This design comes from an exercise in tuning for small area on the open sky130 flow, not from production work. In this exercise RTL edits were held to simulation tests only and were not proved equivalent to the original.

$ cat config.mk
export PLATFORM = sky130hd
export DESIGN_NAME = smcore_monitor
export DESIGN_NICKNAME = smcore_monitor
export VERILOG_FILES = /design/flow/design.v
export SDC_FILE = /design/flow/constraint.sdc
export NUM_CORES = 4
export LEC_CHECK = 0
export CAP_MARGIN = 20
export CORE_MARGIN = 2
export CORE_UTILIZATION = 40
export PLACE_DENSITY = 0.6
export SLEW_MARGIN = 20
$ cat constraint.sdc
create_clock -name core_clock -period 17.0 [get_ports {clk}]
set_input_delay 3.4000 -clock core_clock [delete_from_list [all_inputs] [get_ports {clk}]]
set_output_delay 3.4000 -clock core_clock [all_outputs]
set_load 0.01 [all_outputs]
$ cat design.v
module smcore_monitor (
    input  wire        clk,
    input  wire        rst,             
    input  wire        ms_tick,         
    input  wire        start,           
    input  wire        clear_latch,     
    input  wire [47:0] ain,             
    input  wire [3:0]  din,             
    input  wire [15:0] cfg_gain,
    input  wire [15:0] cfg_offset,
    input  wire [15:0] cfg_z1,
    input  wire [15:0] cfg_z2,
    input  wire [15:0] cfg_z3,
    input  wire [15:0] cfg_z4,
    input  wire [15:0] cfg_prox,
    input  wire [3:0]  cfg_ai_en,
    input  wire [3:0]  cfg_di_en,
    input  wire [3:0]  cfg_di_high,
    input  wire        cfg_auto_reset,
    output wire        ready,
    output reg         done,
    output reg         relay,
    output reg         indicator,
    output reg  [2:0]  safety_status,
    output reg  [4:0]  zone_status,
    output reg         prox_alert,
    output reg  [3:0]  safety_error,
    output reg  [47:0] ai_mv,           
    output reg  [3:0]  di_status
);
    localparam [2:0] ST_OK   = 3'd0;
    localparam [2:0] ST_WARN = 3'd1;
    localparam [2:0] ST_CRIT = 3'd2;
    localparam [2:0] ST_ERR  = 3'd4;
    localparam [4:0] AF_ERROR     = 5'h01;
    localparam [4:0] AF_CRITICAL  = 5'h02;
    localparam [4:0] AF_WARN_HIGH = 5'h04;
    localparam [4:0] AF_WARN_LOW  = 5'h08;
    localparam [4:0] AF_LOW_ALERT = 5'h10;
    localparam [31:0] DEBOUNCE_MS = 32'd50;
    localparam [23:0] V_REF_MV    = 24'd3300;
    localparam signed [13:0] LOG2_FULL_SCALE = 14'sd5623;   
    reg [31:0] uptime;
    always @(posedge clk) begin
        if (rst)
            uptime <= 32'd0;
        else if (ms_tick)
            uptime <= uptime + 32'd1;
    end
    localparam [2:0] S_IDLE = 3'd0;
    localparam [2:0] S_LOG  = 3'd1;
    localparam [2:0] S_EXP  = 3'd2;
    localparam [2:0] S_DIST = 3'd3;
    localparam [2:0] S_UPD  = 3'd4;
    reg [2:0] state;
    assign ready = (state == S_IDLE);
    reg [31:0] now;
    reg [47:0] raw_q;
    reg [3:0]  din_q;
    always @(posedge clk) begin
        if (rst) begin
            state <= S_IDLE;
            now   <= 32'd0;
            raw_q <= 48'd0;
            din_q <= 4'd0;
        end else begin
            case (state)
                S_IDLE: if (start) begin
                    state <= S_LOG;
                    now   <= uptime;
                    raw_q <= ain;
                    din_q <= din;
                end
                S_LOG:  state <= S_EXP;
                S_EXP:  state <= S_DIST;
                S_DIST: state <= S_UPD;
                default: state <= S_IDLE;
            endcase
        end
    end
    reg signed [13:0] lv_q   [0:3];
    reg               inact_q[0:3];
    reg [11:0]        mv_q   [0:3];
    reg signed [25:0] e_q    [0:3];
    reg [31:0]        m_q    [0:3];
    genvar g;
    generate
        for (g = 0; g < 4; g = g + 1) begin : ach
            wire [11:0] raw = raw_q[12*g +: 12];
            wire [23:0] x      = {12'd0, raw} * V_REF_MV;
            wire        inact  = (x < 24'd409600);
            reg  [4:0]  p;
            integer k;
            always @(*) begin
                p = 5'd0;
                for (k = 0; k < 24; k = k + 1)
                    if (x[k]) p = k[4:0];
            end
            wire [23:0] norm   = x << (5'd23 - p);
            wire [7:0]  frac   = norm[22:15];
            wire [12:0] l2     = {p, frac};
            wire signed [13:0] lv = $signed({1'b0, l2}) - LOG2_FULL_SCALE;
            wire signed [30:0] prod  = $signed({1'b0, cfg_offset}) * lv_q[g];
            wire signed [43:0] scl   = -(prod * 44'sd2621);
            wire signed [25:0] e     = scl[43:18];        
            wire signed [17:0] ei    = e_q[g][25:8];      
            wire [7:0]         ef    = e_q[g][7:0];
            wire [24:0]        gm    = cfg_gain * {1'b1, ef};
            wire [63:0]        up    = {39'd0, gm} << ei[5:0];
            wire [24:0]        dn    = gm >> (-ei);
            reg  [31:0]        m;
            always @(*) begin
                if (ei >= 0) begin
                    if (gm != 25'd0 && (ei > 18'sd39 || up[63:32] != 32'd0))
                        m = 32'hFFFF_FFFF;
                    else
                        m = up[31:0];
                end else begin
                    if (ei < -18'sd24)
                        m = 32'd0;
                    else
                        m = {7'd0, dn};
                end
            end
            always @(posedge clk) begin
                if (rst) begin
                    lv_q[g]    <= 14'sd0;
                    inact_q[g] <= 1'b0;
                    mv_q[g]    <= 12'd0;
                    e_q[g]     <= 26'sd0;
                    m_q[g]     <= 32'd0;
                end else begin
                    if (state == S_LOG) begin
                        lv_q[g]    <= lv;
                        inact_q[g] <= inact;
                        mv_q[g]    <= x[23:12];
                    end
                    if (state == S_EXP)
                        e_q[g] <= e;
                    if (state == S_DIST)
                        m_q[g] <= inact_q[g] ? 32'd0 : m;
                end
            end
        end
    endgenerate
    wire [31:0] z1_s   = cfg_z1   * 32'd25600;
    wire [31:0] z2_s   = cfg_z2   * 32'd25600;
    wire [31:0] z3_s   = cfg_z3   * 32'd25600;
    wire [31:0] z4_s   = cfg_z4   * 32'd25600;
    wire [31:0] prox_s = cfg_prox * 32'd25600;
    reg [2:0]  a_st  [0:3];
    reg [4:0]  a_fl  [0:3];
    reg        a_prox[0:3];
    integer i;
    always @(*) begin
        for (i = 0; i < 4; i = i + 1) begin
            a_prox[i] = 1'b0;
            if (m_q[i] == 32'd0) begin
                a_st[i] = ST_ERR;  a_fl[i] = AF_ERROR;
            end else if (m_q[i] <= z1_s) begin
                a_st[i] = ST_CRIT; a_fl[i] = AF_CRITICAL;
            end else if (m_q[i] <= z2_s) begin
                a_st[i] = ST_WARN; a_fl[i] = AF_WARN_HIGH;
            end else if (m_q[i] <= z3_s) begin
                a_st[i] = ST_WARN; a_fl[i] = AF_WARN_LOW;
            end else if (m_q[i] <= z4_s) begin
                a_st[i] = ST_OK;   a_fl[i] = AF_LOW_ALERT;
            end else begin
                a_st[i] = ST_OK;   a_fl[i] = 5'h00;
            end
            if (m_q[i] != 32'd0 && m_q[i] <= prox_s)
                a_prox[i] = 1'b1;
        end
    end
    reg [3:0]  di_prev;
    reg [31:0] di_edge [0:3];
    reg [3:0]  di_state;
    reg [3:0]  di_state_n;
    reg [3:0]  di_edge_now;
    reg [31:0] elapsed;
    reg        act;
    always @(*) begin
        for (i = 0; i < 4; i = i + 1) begin
            di_state_n[i]  = di_state[i];
            di_edge_now[i] = 1'b0;
            elapsed        = 32'd0;
            act            = 1'b0;
            if (cfg_di_en[i]) begin
                di_edge_now[i] = (din_q[i] != di_prev[i]);
                elapsed = di_edge_now[i] ? 32'd0 : (now - di_edge[i]);
                act = (din_q[i] == cfg_di_high[i]);
                if (act != di_state[i] && elapsed > DEBOUNCE_MS)
                    di_state_n[i] = act;
            end
        end
    end
    reg        any_crit, any_warn, any_err;
    reg [2:0]  agg;
    reg [4:0]  zone_n;
    reg        prox_n;
    reg [3:0]  serr_n;
    always @(*) begin
        any_crit = 1'b0; any_warn = 1'b0; any_err = 1'b0;
        zone_n = 5'd0; prox_n = 1'b0; serr_n = 4'd0;
        for (i = 0; i < 4; i = i + 1) begin
            if (cfg_ai_en[i]) begin
                if (a_st[i] == ST_CRIT) any_crit = 1'b1;
                if (a_st[i] == ST_WARN) any_warn = 1'b1;
                if (a_st[i] == ST_ERR)  any_err  = 1'b1;
                zone_n = zone_n | a_fl[i];
                if (a_prox[i]) prox_n = 1'b1;
                if (a_st[i] == ST_ERR) serr_n[i] = 1'b1;
            end
            if (cfg_di_en[i] && di_state_n[i]) any_crit = 1'b1;
        end
        if (any_crit)      agg = ST_CRIT;
        else if (any_warn) agg = ST_WARN;
        else if (any_err)  agg = ST_ERR;
        else               agg = ST_OK;
    end
    reg reset_required;
    wire upd = (state == S_UPD);
    always @(posedge clk) begin
        if (rst) begin
            di_prev        <= 4'd0;
            di_state       <= 4'd0;
            for (i = 0; i < 4; i = i + 1)
                di_edge[i] <= 32'd0;
            reset_required <= 1'b0;
            done           <= 1'b0;
            relay          <= 1'b0;
            indicator      <= 1'b0;
            safety_status  <= 3'd0;
            zone_status    <= 5'd0;
            prox_alert     <= 1'b0;
            safety_error   <= 4'd0;
            ai_mv          <= 48'd0;
            di_status      <= 4'd0;
        end else begin
            done <= upd;
            if (state == S_IDLE && clear_latch)
                reset_required <= 1'b0;
            if (upd) begin
                for (i = 0; i < 4; i = i + 1)
                    if (cfg_ai_en[i] && a_st[i] != ST_ERR)
                        ai_mv[12*i +: 12] <= mv_q[i];
                for (i = 0; i < 4; i = i + 1)
                    if (cfg_di_en[i]) begin
                        if (di_edge_now[i]) begin
                            di_edge[i] <= now;
                            di_prev[i] <= din_q[i];
                        end
                        di_state[i]  <= di_state_n[i];
                        di_status[i] <= di_state_n[i];
                    end
                if (agg == ST_CRIT) begin
                    relay          <= 1'b1;
                    indicator      <= 1'b1;
                    reset_required <= 1'b1;
                end else if (agg == ST_OK) begin
                    if (cfg_auto_reset || !reset_required) begin
                        relay     <= 1'b0;
                        indicator <= 1'b0;
                    end
                    if (cfg_auto_reset)
                        reset_required <= 1'b0;
                end
                safety_status <= agg;
                zone_status   <= zone_n;
                prox_alert    <= prox_n;
                safety_error  <= serr_n;
            end
        end
    end
endmodule
$ cat run.sh
#!/bin/bash
# synth_recipe.tcl (not shown) runs the flow's synth.tcl, then flattens the netlist and writes it again
# the make line also repeats each setting of config.mk as NAME=value (left out here)
make -C /OpenROAD-flow-scripts/flow DESIGN_CONFIG=/design/flow/config.mk WORK_HOME=/design/flow/orfs CLKGATE_MAP_FILE= SYNTH_SCRIPT=/design/flow/synth_recipe.tcl finish
==> metrics.csv <==
stage;metric;value;unit
status;status;no timing/DRC/antenna violations;
floorplan;die_h;630.4;um
final_layout;multi_input_area;0.1286;mm2
critical_path;startpoint_type;input port;
yosys;yosys.cell_count.top_type;inv_1;
global_route;grt-ovfl-total;0;
critical_path;reg2reg_depth;43;
timing;final-max-slew-violation-count;0;
clocking;cts_resized;0;
critical_path;cp.required;17.65;ns
global_route;grt.met3_usage;2.871;%
drt;drtIter0Drc;10222;
timing;setup_viol;0;
yosys;yosysSeqAreaShare;8.405;%
timing;tns;0;ns
yosys;avgSynthCellArea;8.128;um2
yosys;synth_area_leaders;fa_1 24%, ha_1 19%, dfxtp_1 8.4%;
hold_path;hold_path_depth;2;
drt;antenna_left;0;
floorplan;core;0.3917;mm2
timing;clock_skew;0.1207;ns
placed_design;dpl-instance-area;0.1654;mm2
global_route;grt_pass1_wl;768800;um
clocking;insertion_delay;0.91;ns
critical_path;path_class;input port to flip-flop;
clocking;clock_path_buffers;4;
timing;layout_worst_path_cycle_share;93.05;%
final_layout;drive_gt1_share;4.166;%
yosys;yosys-top-cells-count;3,271 x inv_1, 2,334 x ha_1, 2,026 x nand2_1;
global_route;gr-max-usage-layer;met2;
global_route;grt_use_met1;34.02;%
run;drv_cap;0;
critical_path;critical_path.max_stage_delay;0.75;ns
final_layout;design_area;0.1685;mm2
global_route;antenna_found_initial;24;
critical_path;cp_top_family;adder cells;
critical_path;critPathCaptureType;flip-flop;
critical_path;cp_common_cell;fa_1;
hold_path;min_path_type;flip-flop to flip-flop;
floorplan;die_w;630.4;um
clocking;cts_max_level;3;
yosys;synth_cell_type_count;137;
yosys;ys_ff_latch;659;
drt;wl;486400;um
final_layout;fin_nets;23552;
drt;viasPerCell;5.464;
yosys;synth_top_cell_by_area;fa_1;
final_layout;ff_latch_area;0.01320;mm2
timing;hold_viol;0;
timing;slew_headroom;8.703;%
floorplan;start_util;40.07;%
floorplan;die_area;0.3974;mm2
drt;drc;0;
yosys;async_reset_ff_share;0;%
clocking;numClockSinks;659;
timing;tightest_slew;1.368;ns
final_layout;nFillCells;39453;
timing;fmax;0.06322;GHz
placed_design;hpwl;391700;um
clocking;clk_pin_slew_worst_paths;0.05;ns
yosys;ys.flop_type;dfxtp_1;
clocking;clk_root_buffer_cell;clkbuf_16;
floorplan;rows;230;
timing;rsz0062_at_grt;false;
global_route;use_met2;38.44;%
clocking;numCtsBuffers;90;
clocking;tritoncts;done;
timing;period_needed;15.82;ns
critical_path;critical_path_buf_inv_count;9;
yosys;ys_warn_count;10;
final_layout;area_delta_synth_final;7.350;%
placed_design;io_buffers;250;
yosys;synth_top_area_share;23.57;%
critical_path;path_max_fanout;28;
yosys;netlist_area;0.1570;mm2
critical_path;cp_num_cells;45;
clocking;cts_setup_buffers;0;
critical_path;crit_path_top_delay_cell;xnor2_1;
global_route;grt_pass1_vias;132812;
clocking;cts_hold_buffers;0;
drt;wire_per_inst;19.87;um
drt;vias;133764;
global_route;grt_usage;24.24;%
floorplan;ios;251;
critical_path;reg2reg_slack;3.68;ns
placed_design;gp_congestion;0.9686;
critical_path;arrival;16.47;ns
global_route;grt_max_degree;170;
yosys;postSynthCellCount;19310;
yosys;synth-edff-count;0;
drt;dr.pass1.iters;8;
## worst reg2reg max path, delay by kind of cell (launching register included)
kind / cells / cell delay, ns
fa+ha+maj: 13 / 5.84
compound gates: 15 / 3.97
xor+xnor: 5 / 1.46
flops: 1 / 0.82
buf+inv: 7 / 0.52
simple gates: 3 / 0.47
## registers in the layout, summed over array words and instances, names as in the netlist
name and flops:
now 32, raw_q 48, zone_status 5, din_q 4, done 1, inact_q 4
m_q 128, state 3, di_prev 4, reset_required 1, uptime 32, prox_alert 1
indicator 1, e_q 104, di_edge 128, di_state 4, safety_error 4, lv_q 56
mv_q 48, ai_mv 48, safety_status 3
## kinds of logic after synthesis
kind of cell,synth area share [%]
fa+ha+maj,42.29
flops,8.405
xor+xnor,4.137
other cells,0.002389
compound gates,15.49
buf+inv,9.799
simple gates,17.09
mux,2.785
## placed cells by master (no fill, tap or decap), types with 320 or more instances in the layout
| cell | count |
|---|---|
| fa_1 | 1848 |
| nand3_1 | 340 |
| a21oi_1 | 1244 |
| buf_4 | 320 |
| nor2_1 | 951 |
| ha_1 | 2334 |
| and2_1 | 880 |
| xnor2_1 | 497 |
| inv_1 | 3270 |
| o21ai_0 | 658 |
| dfxtp_1 | 654 |
| nand2_1 | 2024 |
## path summary, 6_finish.rpt
path,startpoint,end
min,m_q[1][0]$_SDFFE_PP0P_,m_q[1][0]$_SDFFE_PP0P_
max reg2reg,lv_q[1][5]$_SDFFE_PP0P_,e_q[1][22]$_SDFFE_PP0N_
max,cfg_offset[7],e_q[1][22]$_SDFFE_PP0N_
min reg2reg,m_q[1][0]$_SDFFE_PP0P_,m_q[1][0]$_SDFFE_PP0P_
## metal layers
layer	up-vias	routed length, um	part of all wire (%)
met5	-	103	0.021
met4	16	19570	4.0
met3	752	28190	5.8
met2	3672	212900	44
met1	65198	225700	46
li1	64126	-	-
## per-stage QoR
step | util (%) | setup slack [ns] | std cells | hold slack [ns]
2_1_floorplan | - | 0.5927 | 19312 | 0.4067
3_3_place_gp | 42.22 | 0.6346 | 24314 | 0.4220
3_5_place_dp | 42.23 | 0.4077 | 24316 | 0.4209
4_1_cts | 43.00 | 1.275 | 24472 | 0.4332
5_1_grt | 43.01 | 0.3445 | 24474 | 0.4501
6_report | 43.02 | 1.182 | 24482 | 0.4350
## layout make-up
type                    count  area share, %
repair buffers            572          2.852
inverters                3286          7.324
clock inverters            44         0.3572
well taps                5220          3.876
multi-input cells       14579          76.30
clock buffers             112          1.439
diodes                     10        0.01485
flip-flops and latches    659          7.834

## afterwards: timing with drivers on the ports
How much do the figures lean on ideal ports? The routed layout below was timed once more, with nothing changed but the port constraints.
Step 1 assumes that a clkbuf_16 drives the clock port and a buf_2 every other input.
Step 2, shift: input delay + t, output delay - t, t = (earliest + latest rising clock arrival at the registers) / 2. This alone moves slack from input paths to output paths.
Three values: ideal ports, drivers, drivers and shift; two values: the first two.
t, ns: 0.952
setup slack, ns: 1.182 / 1.257 / 0.304
worst setup path at the end: input to register
After both steps setup and hold are still met in this run. The setup slack of this run moves by +0.075 ns with the drivers and by -0.878 ns with both steps.
